This is an optimization exercise on Yosys and OpenROAD, whose aim is small area, a short achievable clock period and few clock cycles, not a production implementation.
At most, simulation tests tie the RTL to the original design; equivalence was not proved.
Power and IR drop assume default switching activity.

==> flow/design.v <==
module frame_reader (
    input  wire       clk,
    input  wire       rst,
    input  wire       in_valid,
    output wire       in_ready,
    input  wire [7:0] in_data,
    output wire       out_valid,
    input  wire       out_ready,
    output wire [7:0] out_data,
    output wire       out_last,
    output wire       out_discard
);
    localparam [7:0] MAGIC0      = 8'h55;
    localparam [7:0] MAGIC1      = 8'hAA;
    localparam [7:0] MAX_PAYLOAD = 8'd57;
    localparam [2:0] S_IDLE = 3'd0,    
                     S_M1   = 3'd1,    
                     S_ID   = 3'd2,    
                     S_LS   = 3'd3,    
                     S_LEN  = 3'd4,    
                     S_BODY = 3'd5;    
    reg        in_rdy_r;
    assign in_ready = in_rdy_r;
    wire       bv = in_valid && in_rdy_r;
    wire [7:0] b  = in_data;
    reg  [7:0] ring [0:63];
    reg  [6:0] wptr;                   
    reg  [6:0] rptr;                   
    reg  [2:0] st;
    reg  [5:0] rem;                    
    reg [15:0] crc;                    
    reg        dec_v;                  
    reg        dec_bad;                
    reg  [5:0] dec_ld;                 
    reg  [5:0] dec_la;                 
    wire store = bv && (st == S_ID || st == S_LS || st == S_LEN || st == S_BODY);
    reg [15:0] crc_next;
    integer    i;
    always @* begin
        crc_next = ((st == S_LEN) ? 16'h0000 : crc) ^ {8'h00, b};
        for (i = 0; i < 8; i = i + 1) begin
            if (crc_next[0])
                crc_next = (crc_next >> 1) ^ 16'h8408;
            else
                crc_next = crc_next >> 1;
        end
    end
    always @(posedge clk) begin
        if (store)
            ring[wptr[5:0]] <= b;
    end
    reg  [6:0] q_ent [0:3];
    reg  [2:0] q_wp, q_rp;             
    wire       push      = dec_v;
    wire       push_disc = dec_bad || (crc != 16'h0000);
    wire [5:0] push_last = push_disc ? dec_ld : dec_la;
    always @(posedge clk) begin
        if (rst) begin
            st    <= S_IDLE;
            wptr  <= 7'd0;
            dec_v <= 1'b0;
        end else begin
            dec_v  <= 1'b0;
            if (push && !push_disc)
                wptr <= wptr - 7'd2;           
            else if (store)
                wptr <= wptr + 7'd1;
            if (bv) begin
                case (st)
                    S_IDLE: if (b == MAGIC0) st <= S_M1;
                    S_M1:   if (b == MAGIC1) st <= S_ID;
                            else if (b != MAGIC0) st <= S_IDLE;
                    S_ID:   st <= S_LS;
                    S_LS:   st <= S_LEN;
                    S_LEN: begin
                        rem <= b[5:0];
                        crc <= crc_next;
                        if (b > MAX_PAYLOAD) begin
                            st      <= S_IDLE;
                            dec_v   <= 1'b1;
                        end else begin
                            st <= S_BODY;
                        end
                    end
                    S_BODY: begin
                        rem <= rem - 6'd1;
                        crc <= crc_next;
                        if (rem == 6'h3F) begin
                            st      <= S_IDLE;
                            dec_v   <= 1'b1;
                        end
                    end
                    default: st <= S_IDLE;
                endcase
            end
        end
    end
    always @(posedge clk) begin
        dec_bad <= (st == S_LEN);         
        dec_ld  <= wptr[5:0];
        dec_la  <= wptr[5:0] - 6'd2;
        if (push)
            q_ent[q_wp[1:0]] <= {push_disc, push_last};
        if (rst)
            q_wp <= 3'd0;
        else if (push)
            q_wp <= q_wp + 3'd1;
    end
    reg        ov;
    reg  [7:0] od;
    reg        ol;
    reg        odisc;
    reg  [7:0] h_od;
    reg        h_ol;
    reg        h_odisc;
    reg        cur_v;
    reg        cur_disc;
    reg  [5:0] cur_last;
    reg  [1:0] pre;                    
    reg  [7:0] rsel_hi;
    reg  [7:0] rsel_lo;
    assign out_valid   = ov;
    assign out_data    = od;
    assign out_last    = ol;
    assign out_discard = odisc;
    wire       have   = (q_wp != q_rp);
    wire [6:0] head   = q_ent[q_rp[1:0]];
    wire       in_pre = cur_disc && !pre[1];
    wire       b_last = !in_pre && (rptr[5:0] == cur_last);
    wire       adv    = !ov || out_ready;
    wire       load   = !cur_v || b_last;    
    reg  [7:0] rdata;
    reg  [7:0] grp;
    integer    g, k;
    always @* begin
        rdata = 8'h00;
        for (g = 0; g < 8; g = g + 1) begin
            grp = 8'h00;
            for (k = 0; k < 8; k = k + 1)
                grp = grp | (ring[8 * g + k] & {8{rsel_lo[k]}});
            rdata = rdata | (grp & {8{rsel_hi[g]}});
        end
    end
    wire [7:0] nd = in_pre ? (pre[0] ? MAGIC1 : MAGIC0) : rdata;
    always @(posedge clk) begin
        od    <= adv ? nd : ~h_od;
        ol    <= adv ? b_last : ~h_ol;
        odisc <= adv ? cur_disc : ~h_odisc;
        if (adv) begin
            h_od    <= ~nd;
            h_ol    <= ~b_last;
            h_odisc <= ~cur_disc;
            if (load) begin
                cur_disc <= head[6];
                cur_last <= head[5:0];
            end
        end
        if (rst) begin
            ov      <= 1'b0;
            cur_v   <= 1'b0;
            pre     <= 2'd0;
            rptr    <= 7'd0;
            rsel_hi <= 8'h01;
            rsel_lo <= 8'h01;
            q_rp    <= 3'd0;
        end else if (adv) begin
            ov <= cur_v;
            if (load) begin
                cur_v <= have;
                if (have)
                    q_rp <= q_rp + 3'd1;
            end
            if (cur_v) begin
                if (in_pre) begin
                    pre <= pre + 2'd1;
                end else begin
                    rptr    <= rptr + 7'd1;
                    rsel_lo <= {rsel_lo[6:0], rsel_lo[7]};
                    if (rsel_lo[7])
                        rsel_hi <= {rsel_hi[6:0], rsel_hi[7]};
                end
                if (b_last)
                    pre <= 2'd0;
            end
        end
    end
    wire [6:0] occ  = wptr - rptr;
    wire [2:0] qcnt = q_wp - q_rp;
    always @(posedge clk) begin
        if (rst)
            in_rdy_r <= 1'b1;
        else
            in_rdy_r <= (occ <= 7'd62) && (qcnt <= 3'd3);
    end
endmodule
Settings: LEC_CHECK=0, CAP_MARGIN=20, CORE_MARGIN=2, CORE_UTILIZATION=40, CTS_CLUSTER_DIAMETER=80, CTS_CLUSTER_SIZE=24, PLACE_DENSITY=0.6, SETUP_SLACK_MARGIN=3.8, SLEW_MARGIN=20, TNS_END_PERCENT=100; clock period 6.0 ns.
run.sh (not shown) runs the stock make flow with config.mk's settings and CLKGATE_MAP_FILE= SYNTH_SCRIPT=/design/flow/synth_recipe.tcl, a recipe that flattens the netlist after the stock synthesis.
Testbench counts at the start, summed over its fixed seeds: cycles 32,718.
Next try:
--- a/flow/design.v
+++ b/flow/design.v
@@ -79,4 +79,5 @@
                             st      <= S_IDLE;
                             dec_v   <= 1'b1;
+                            dec_bad <= 1'b1;
                         end else begin
                             st <= S_BODY;
@@ -89,4 +90,5 @@
                             st      <= S_IDLE;
                             dec_v   <= 1'b1;
+                            dec_bad <= 1'b0;
                         end
                     end
@@ -97,7 +99,6 @@
     end
     always @(posedge clk) begin
-        dec_bad <= (st == S_LEN);         
-        dec_ld  <= wptr[5:0];
-        dec_la  <= wptr[5:0] - 6'd2;
+        dec_ld <= wptr[5:0];
+        dec_la <= wptr[5:0] - 6'd2;
         if (push)
             q_ent[q_wp[1:0]] <= {push_disc, push_last};
Outcome: Setup slack gets better by 0.014 ns. Area after synthesis stays flat. Die area barely changes. Hold slack gets better by 0.015 ns. Fmax rose by 0.62%. Cell count is about the same. Core utilization rose by 0.53 points. Combinational power fell by about 4%. Design area rose by 1.1%. Clock power rose by 12%. Count of clock-buffer cells in the layout fell by 3. Flip-flop and latch count stays the same. Global-route usage rose by 0.25 points.
Testbench counts after the change, summed over its fixed seeds: cycles 32,718.

========
old:
// frame_reader: RTL as listed in full above, without the edits since
make LEC_CHECK=0 CAP_MARGIN=20 CORE_MARGIN=2 CORE_UTILIZATION=50 CTS_CLUSTER_DIAMETER=70 CTS_CLUSTER_SIZE=20 PLACE_DENSITY=0.65 SETUP_SLACK_MARGIN=3.8 SLEW_MARGIN=20 TNS_END_PERCENT=100 finish   # period 6.0 ns
Testbench counts of old, summed over its fixed seeds: cycles 32,718.
Setup changes, old to new
--- a/flow/design.v
+++ b/flow/design.v
@@ -31,8 +31,6 @@
     reg [15:0] crc;                    
     reg        dec_v;                  
     reg        dec_bad;                
-    reg  [5:0] dec_ld;                 
-    reg  [5:0] dec_la;                 
     wire store = bv && (st == S_ID || st == S_LS || st == S_LEN || st == S_BODY);
     reg [15:0] crc_next;
     integer    i;
@@ -53,7 +51,7 @@
     reg  [2:0] q_wp, q_rp;             
     wire       push      = dec_v;
     wire       push_disc = dec_bad || (crc != 16'h0000);
-    wire [5:0] push_last = push_disc ? dec_ld : dec_la;
+    wire [5:0] push_last = wptr[5:0] - 6'd1;   
     always @(posedge clk) begin
         if (rst) begin
             st    <= S_IDLE;
@@ -97,8 +95,6 @@
     end
     always @(posedge clk) begin
         dec_bad <= (st == S_LEN);         
-        dec_ld  <= wptr[5:0];
-        dec_la  <= wptr[5:0] - 6'd2;
         if (push)
             q_ent[q_wp[1:0]] <= {push_disc, push_last};
         if (rst)
@@ -152,7 +148,7 @@
             h_odisc <= ~cur_disc;
             if (load) begin
                 cur_disc <= head[6];
-                cur_last <= head[5:0];
+                cur_last <= head[6] ? head[5:0] : head[5:0] - 6'd2;
             end
         end
         if (rst) begin
[summary]
- The flow did not stop early for new: all stages ran, and the layout cleared the timing, DRC and antenna checks.
- Final hold slack of old is on par with new.
- The horizontal die dimension of old and that of new are within noise of each other.
- Layout clock buffer count, new and old: lower on old
- new against old; sequential cell count is down slightly.
- Higher final instance count without filler cells among new and old: old
- Looking at number of cells on the worst reg-to-reg path, new sits 1 lower than old does.
- old -> new: synthesized area flat
- Delta (new minus old): cell count after placement flat, sequential share of layout area went down 0.74 points, clock network fraction of total power picked up an extra 3.2 points, final clock period utilization by the worst path fell by 0.16 points.
Function not checked in new: the RTL went through the layout flow alone.

========
RTL: the design.v shown in full above, as it stands there.
make LEC_CHECK=0 CAP_MARGIN=20 CORE_MARGIN=2 CORE_UTILIZATION=50 CTS_CLUSTER_DIAMETER=80 CTS_CLUSTER_SIZE=24 PLACE_DENSITY=0.65 SETUP_SLACK_MARGIN=3.8 SLEW_MARGIN=20 TNS_END_PERCENT=100 finish   # period 6.0 ns
Testbench counts at the start, summed over its fixed seeds: cycles 32,718.
Next try:
--- a/flow/design.v
+++ b/flow/design.v
@@ -20,22 +20,24 @@
                      S_LEN  = 3'd4,    
                      S_BODY = 3'd5;    
     reg        in_rdy_r;
     assign in_ready = in_rdy_r;
     wire       bv = in_valid && in_rdy_r;
     wire [7:0] b  = in_data;
-    reg  [7:0] ring [0:63];
-    reg  [6:0] wptr;                   
-    reg  [6:0] rptr;                   
+    reg  [7:0] ring [0:61];
+    reg  [5:0] wptr;                   
+    reg  [5:0] rptr;                   
+    reg  [5:0] occ;                    
     reg  [2:0] st;
     reg  [5:0] rem;                    
     reg [15:0] crc;                    
     reg        dec_v;                  
     reg        dec_bad;                
     reg  [5:0] dec_ld;                 
     reg  [5:0] dec_la;                 
+    wire [5:0] wm2 = (wptr < 6'd2) ? wptr + 6'd60 : wptr - 6'd2;
     wire store = bv && (st == S_ID || st == S_LS || st == S_LEN || st == S_BODY);
     reg [15:0] crc_next;
     integer    i;
     always @* begin
         crc_next = ((st == S_LEN) ? 16'h0000 : crc) ^ {8'h00, b};
         for (i = 0; i < 8; i = i + 1) begin
@@ -44,30 +46,30 @@
             else
                 crc_next = crc_next >> 1;
         end
     end
     always @(posedge clk) begin
         if (store)
-            ring[wptr[5:0]] <= b;
+            ring[wptr] <= b;
     end
     reg  [6:0] q_ent [0:3];
     reg  [2:0] q_wp, q_rp;             
     wire       push      = dec_v;
     wire       push_disc = dec_bad || (crc != 16'h0000);
     wire [5:0] push_last = push_disc ? dec_ld : dec_la;
     always @(posedge clk) begin
         if (rst) begin
             st    <= S_IDLE;
-            wptr  <= 7'd0;
+            wptr  <= 6'd0;
             dec_v <= 1'b0;
         end else begin
             dec_v  <= 1'b0;
             if (push && !push_disc)
-                wptr <= wptr - 7'd2;           
+                wptr <= wm2;                   
             else if (store)
-                wptr <= wptr + 7'd1;
+                wptr <= (wptr == 6'd61) ? 6'd0 : wptr + 6'd1;
             if (bv) begin
                 case (st)
                     S_IDLE: if (b == MAGIC0) st <= S_M1;
                     S_M1:   if (b == MAGIC1) st <= S_ID;
                             else if (b != MAGIC0) st <= S_IDLE;
                     S_ID:   st <= S_LS;
@@ -94,14 +96,14 @@
                 endcase
             end
         end
     end
     always @(posedge clk) begin
         dec_bad <= (st == S_LEN);         
-        dec_ld  <= wptr[5:0];
-        dec_la  <= wptr[5:0] - 6'd2;
+        dec_ld  <= wptr;
+        dec_la  <= wm2;
         if (push)
             q_ent[q_wp[1:0]] <= {push_disc, push_last};
         if (rst)
             q_wp <= 3'd0;
         else if (push)
             q_wp <= q_wp + 3'd1;
@@ -123,24 +125,25 @@
     assign out_data    = od;
     assign out_last    = ol;
     assign out_discard = odisc;
     wire       have   = (q_wp != q_rp);
     wire [6:0] head   = q_ent[q_rp[1:0]];
     wire       in_pre = cur_disc && !pre[1];
-    wire       b_last = !in_pre && (rptr[5:0] == cur_last);
+    wire       b_last = !in_pre && (rptr == cur_last);
     wire       adv    = !ov || out_ready;
     wire       load   = !cur_v || b_last;    
     reg  [7:0] rdata;
     reg  [7:0] grp;
     integer    g, k;
     always @* begin
         rdata = 8'h00;
         for (g = 0; g < 8; g = g + 1) begin
             grp = 8'h00;
             for (k = 0; k < 8; k = k + 1)
-                grp = grp | (ring[8 * g + k] & {8{rsel_lo[k]}});
+                if (8 * g + k < 62)
+                    grp = grp | (ring[8 * g + k] & {8{rsel_lo[k]}});
             rdata = rdata | (grp & {8{rsel_hi[g]}});
         end
     end
     wire [7:0] nd = in_pre ? (pre[0] ? MAGIC1 : MAGIC0) : rdata;
     always @(posedge clk) begin
         od    <= adv ? nd : ~h_od;
@@ -156,13 +159,13 @@
             end
         end
         if (rst) begin
             ov      <= 1'b0;
             cur_v   <= 1'b0;
             pre     <= 2'd0;
-            rptr    <= 7'd0;
+            rptr    <= 6'd0;
             rsel_hi <= 8'h01;
             rsel_lo <= 8'h01;
             q_rp    <= 3'd0;
         end else if (adv) begin
             ov <= cur_v;
             if (load) begin
@@ -171,25 +174,39 @@
                     q_rp <= q_rp + 3'd1;
             end
             if (cur_v) begin
                 if (in_pre) begin
                     pre <= pre + 2'd1;
                 end else begin
-                    rptr    <= rptr + 7'd1;
-                    rsel_lo <= {rsel_lo[6:0], rsel_lo[7]};
-                    if (rsel_lo[7])
-                        rsel_hi <= {rsel_hi[6:0], rsel_hi[7]};
+                    if (rptr == 6'd61) begin
+                        rptr    <= 6'd0;
+                        rsel_lo <= 8'h01;
+                        rsel_hi <= 8'h01;
+                    end else begin
+                        rptr    <= rptr + 6'd1;
+                        rsel_lo <= {rsel_lo[6:0], rsel_lo[7]};
+                        if (rsel_lo[7])
+                            rsel_hi <= {rsel_hi[6:0], rsel_hi[7]};
+                    end
                 end
                 if (b_last)
                     pre <= 2'd0;
             end
         end
     end
-    wire [6:0] occ  = wptr - rptr;
+    wire       rd   = adv && cur_v && !in_pre;   
     wire [2:0] qcnt = q_wp - q_rp;
-    always @(posedge clk) begin
-        if (rst)
+    reg        occ_rw;
+    wire [5:0] occ_b = occ - {4'd0, occ_rw, 1'b0};
+    always @(posedge clk) begin
+        if (rst) begin
+            occ      <= 6'd0;
+            occ_rw   <= 1'b0;
             in_rdy_r <= 1'b1;
-        else
-            in_rdy_r <= (occ <= 7'd62) && (qcnt <= 3'd3);
+        end else begin
+            occ_rw   <= push && !push_disc;
+            occ      <= (store && !rd) ? occ_b + 6'd1 :
+                        (rd && !store) ? occ_b - 6'd1 : occ_b;
+            in_rdy_r <= (occ <= 6'd60) && (qcnt <= 3'd3);
+        end
     end
 endmodule
What happened: Clock power came out lower by about 9%; non-clock buffer count fell by 45; final area is lower by 3.6%; cell count drops by about 3%; setup slack degrades by 0.053 ns; synthesized cell count goes up by 1.9%; utilization shrinks by 1.0 points; flip-flop and latch count came out lower by 11; sequential power came out lower by about 2%; via count goes down by 3.7%; global-route usage falls by 1.8 points; register-to-register slack degrades by 0.02 ns.
Function not checked in the second run of this note: the RTL went through the layout flow alone.

========
Setup of before:
Another version of the RTL of frame_reader (not shown whole).
Size: ~1600 cells after synthesis, roughly 660 flip-flops, ~24 I/O pins, roughly 25000 sq um of cells after synthesis.
==> module frame_reader, before the edit <==
module frame_reader (
    input  wire       clk,
    input  wire       rst,
    input  wire       in_valid,
    output wire       in_ready,
    input  wire [7:0] in_data,
    output wire       out_valid,
    input  wire       out_ready,
    output wire [7:0] out_data,
    output wire       out_last,
    output wire       out_discard
);
    localparam [7:0] MAGIC0      = 8'h55;
    localparam [7:0] MAGIC1      = 8'hAA;
    localparam [7:0] MAX_PAYLOAD = 8'd57;
    localparam [2:0] S_IDLE = 3'd0,    
                     S_M1   = 3'd1,    
                     S_ID   = 3'd2,    
                     S_LS   = 3'd3,    
                     S_LEN  = 3'd4,    
                     S_BODY = 3'd5;    
    reg        in_rdy_r;
    reg        bv;                     
    reg  [7:0] b;
    assign in_ready = in_rdy_r;
    always @(posedge clk) begin
        b  <= in_data;
        bv <= in_valid && in_rdy_r && !rst;
    end
    reg  [7:0] ring [0:63];
    reg  [6:0] wptr;                   
    reg  [6:0] rptr;                   
    reg  [2:0] st;
    reg  [5:0] rem;                    
    reg [15:0] crc;                    
    reg        dec_v;                  
    reg        dec_bad;                
    reg  [5:0] dec_ld;                 
    reg  [5:0] dec_la;                 
    wire store = bv && (st == S_ID || st == S_LS || st == S_LEN || st == S_BODY);
    reg [15:0] crc_next;
    integer    i;
    always @* begin
        crc_next = ((st == S_LEN) ? 16'h0000 : crc) ^ {8'h00, b};
        for (i = 0; i < 8; i = i + 1) begin
            if (crc_next[0])
                crc_next = (crc_next >> 1) ^ 16'h8408;
            else
                crc_next = crc_next >> 1;
        end
    end
    always @(posedge clk) begin
        if (store)
            ring[wptr[5:0]] <= b;
    end
    reg  [6:0] q_ent [0:3];
    reg  [2:0] q_wp, q_rp;             
    wire       push      = dec_v;
    wire       push_disc = dec_bad || (crc != 16'h0000);
    wire [5:0] push_last = push_disc ? dec_ld : dec_la;
    always @(posedge clk) begin
        if (rst) begin
            st    <= S_IDLE;
            wptr  <= 7'd0;
            dec_v <= 1'b0;
        end else begin
            dec_v  <= 1'b0;
            if (push && !push_disc)
                wptr <= wptr - 7'd2;           
            else if (store)
                wptr <= wptr + 7'd1;
            if (bv) begin
                case (st)
                    S_IDLE: if (b == MAGIC0) st <= S_M1;
                    S_M1:   if (b == MAGIC1) st <= S_ID;
                            else if (b != MAGIC0) st <= S_IDLE;
                    S_ID:   st <= S_LS;
                    S_LS:   st <= S_LEN;
                    S_LEN: begin
                        rem <= b[5:0];
                        crc <= crc_next;
                        if (b > MAX_PAYLOAD) begin
                            st      <= S_IDLE;
                            dec_v   <= 1'b1;
                            dec_bad <= 1'b1;
                        end else begin
                            st <= S_BODY;
                        end
                    end
                    S_BODY: begin
                        rem <= rem - 6'd1;
                        crc <= crc_next;
                        if (rem == 6'h3F) begin
                            st      <= S_IDLE;
                            dec_v   <= 1'b1;
                            dec_bad <= 1'b0;
                        end
                    end
                    default: st <= S_IDLE;
                endcase
            end
        end
    end
    always @(posedge clk) begin
        dec_ld <= wptr[5:0];
        dec_la <= wptr[5:0] - 6'd2;
        if (push)
            q_ent[q_wp[1:0]] <= {push_disc, push_last};
        if (rst)
            q_wp <= 3'd0;
        else if (push)
            q_wp <= q_wp + 3'd1;
    end
    reg        ov;
    reg  [7:0] od;
    reg        ol;
    reg        odisc;
    reg  [7:0] h_od;
    reg        h_ol;
    reg        h_odisc;
    reg        cur_v;
    reg        cur_disc;
    reg  [5:0] cur_last;
    reg  [1:0] pre;                    
    reg  [7:0] rsel_hi;
    reg  [7:0] rsel_lo;
    assign out_valid   = ov;
    assign out_data    = od;
    assign out_last    = ol;
    assign out_discard = odisc;
    wire       have   = (q_wp != q_rp);
    wire [6:0] head   = q_ent[q_rp[1:0]];
    wire       in_pre = cur_disc && !pre[1];
    wire       b_last = !in_pre && (rptr[5:0] == cur_last);
    wire       adv    = !ov || out_ready;
    wire       load   = !cur_v || b_last;    
    reg  [7:0] rdata;
    reg  [7:0] grp;
    integer    g, k;
    always @* begin
        rdata = 8'h00;
        for (g = 0; g < 8; g = g + 1) begin
            grp = 8'h00;
            for (k = 0; k < 8; k = k + 1)
                grp = grp | (ring[8 * g + k] & {8{rsel_lo[k]}});
            rdata = rdata | (grp & {8{rsel_hi[g]}});
        end
    end
    wire [7:0] nd = in_pre ? (pre[0] ? MAGIC1 : MAGIC0) : rdata;
    always @(posedge clk) begin
        od    <= adv ? nd : ~h_od;
        ol    <= adv ? b_last : ~h_ol;
        odisc <= adv ? cur_disc : ~h_odisc;
        if (adv) begin
            h_od    <= ~nd;
            h_ol    <= ~b_last;
            h_odisc <= ~cur_disc;
            if (load) begin
                cur_disc <= head[6];
                cur_last <= head[5:0];
            end
        end
        if (rst) begin
            ov      <= 1'b0;
            cur_v   <= 1'b0;
            pre     <= 2'd0;
            rptr    <= 7'd0;
            rsel_hi <= 8'h01;
            rsel_lo <= 8'h01;
            q_rp    <= 3'd0;
        end else if (adv) begin
            ov <= cur_v;
            if (load) begin
                cur_v <= have;
                if (have)
                    q_rp <= q_rp + 3'd1;
            end
            if (cur_v) begin
                if (in_pre) begin
                    pre <= pre + 2'd1;
                end else begin
                    rptr    <= rptr + 7'd1;
                    rsel_lo <= {rsel_lo[6:0], rsel_lo[7]};
                    if (rsel_lo[7])
                        rsel_hi <= {rsel_hi[6:0], rsel_hi[7]};
                end
                if (b_last)
                    pre <= 2'd0;
            end
        end
    end
    wire [6:0] occ  = wptr - rptr;
    wire [2:0] qcnt = q_wp - q_rp;
    always @(posedge clk) begin
        if (rst)
            in_rdy_r <= 1'b1;
        else
            in_rdy_r <= (occ <= 7'd61) && (qcnt <= 3'd3);
    end
endmodule
==> flow/config.mk <==
export PLATFORM = sky130hd
export DESIGN_NAME = frame_reader
export DESIGN_NICKNAME = frame_reader
export VERILOG_FILES = /design/flow/design.v
export SDC_FILE = /design/flow/constraint.sdc
export NUM_CORES = 4
export LEC_CHECK = 0
export CAP_MARGIN = 20
export CORE_MARGIN = 2
export CORE_UTILIZATION = 40
export CTS_CLUSTER_DIAMETER = 80
export CTS_CLUSTER_SIZE = 24
export PLACE_DENSITY = 0.6
export SETUP_SLACK_MARGIN = 3.65
export SLEW_MARGIN = 20
export TNS_END_PERCENT = 100
==> flow/constraint.sdc <==
create_clock -name core_clock -period 6.0 [get_ports {clk}]
set_input_delay 1.2000 -clock core_clock [delete_from_list [all_inputs] [get_ports {clk}]]
set_output_delay 1.2000 -clock core_clock [all_outputs]
set_load 0.01 [all_outputs]
before closes out successfully: all stages finished, all timing, DRC and antenna checks passed.
Here is what was changed in the inputs of after compared with before.
--- a/flow/design.v
+++ b/flow/design.v
@@ -19,15 +19,11 @@
                      S_LS   = 3'd3,    
                      S_LEN  = 3'd4,    
                      S_BODY = 3'd5;    
     reg        in_rdy_r;
-    reg        bv;                     
-    reg  [7:0] b;
     assign in_ready = in_rdy_r;
-    always @(posedge clk) begin
-        b  <= in_data;
-        bv <= in_valid && in_rdy_r && !rst;
-    end
+    wire       bv = in_valid && in_rdy_r;
+    wire [7:0] b  = in_data;
     reg  [7:0] ring [0:63];
     reg  [6:0] wptr;                   
     reg  [6:0] rptr;                   
     reg  [2:0] st;
@@ -194,7 +190,7 @@
     always @(posedge clk) begin
         if (rst)
             in_rdy_r <= 1'b1;
         else
-            in_rdy_r <= (occ <= 7'd61) && (qcnt <= 3'd3);
+            in_rdy_r <= (occ <= 7'd62) && (qcnt <= 3'd3);
     end
 endmodule
Notes after the runs:
Filler cell count in the final layout (after vs. before) decreases by a few percent
Compare after and before | cell area after technology mapping higher: before
after vs before, met3 demand-to-capacity share in global routing went up by 0.74 points.
The count of plain and timing-repair buffers in the layout in after sits 12% above the value recorded for before.
Compared with before, after shows a via count that is 1.6% higher.
Testbench counts of after, summed over its fixed seeds: cycles 32,718.
For before, only the layout was checked, not whether the RTL still works.

[static timing again, ports no longer ideal]
In the flow no input, the clock included, has a driving cell. The finished layouts below were timed again as built, in two steps.
Step 1 sets driving cells, clkbuf_16 on the clock port and buf_2 on the other inputs (assumed; they add their load-dependent delay and slew).
Step 2 moves the port delays by t, midway between the first and last clock arrival at a register: inputs arrive t later, outputs are due t later. That takes back most of the time a late clock gives input paths.
a / b / c = no drivers / after step 1 / after step 2; a / b = the first two.
| run | t (ns) | setup slack, ns | worst setup path after step 2 | pins driven straight from the clock port |
|---|---|---|---|---|
| the first run of note 1 | 0.669 | 3.713 / 3.652 / 3.190 | input to register | 1 |
| the second run of note 1 | 0.635 | 3.727 / 3.668 / 3.203 | input to register | 1 |
| old | 0.631 | 3.755 / 3.694 / 3.216 | input to register | 1 |
| new | 0.639 | 3.764 / 3.704 / 3.253 | input to register | 1 |
| the first run of note 3 | 0.621 | 3.760 / 3.704 / 3.210 | input to register | 1 |
| the second run of note 3 | 0.674 | 3.707 / 3.652 / 3.060 | input to register | 1 |
| before | 0.631 | 3.614 / 3.614 / 3.045 | input to register | 1 |
| after | 0.633 | 3.669 / 3.652 / 3.097 | input to register | 1 |
After both steps every run listed still meets setup and hold. For the second run of note 3, which loses most, drivers alone change the setup slack by -0.055 ns; drivers and shift together by -0.647 ns.
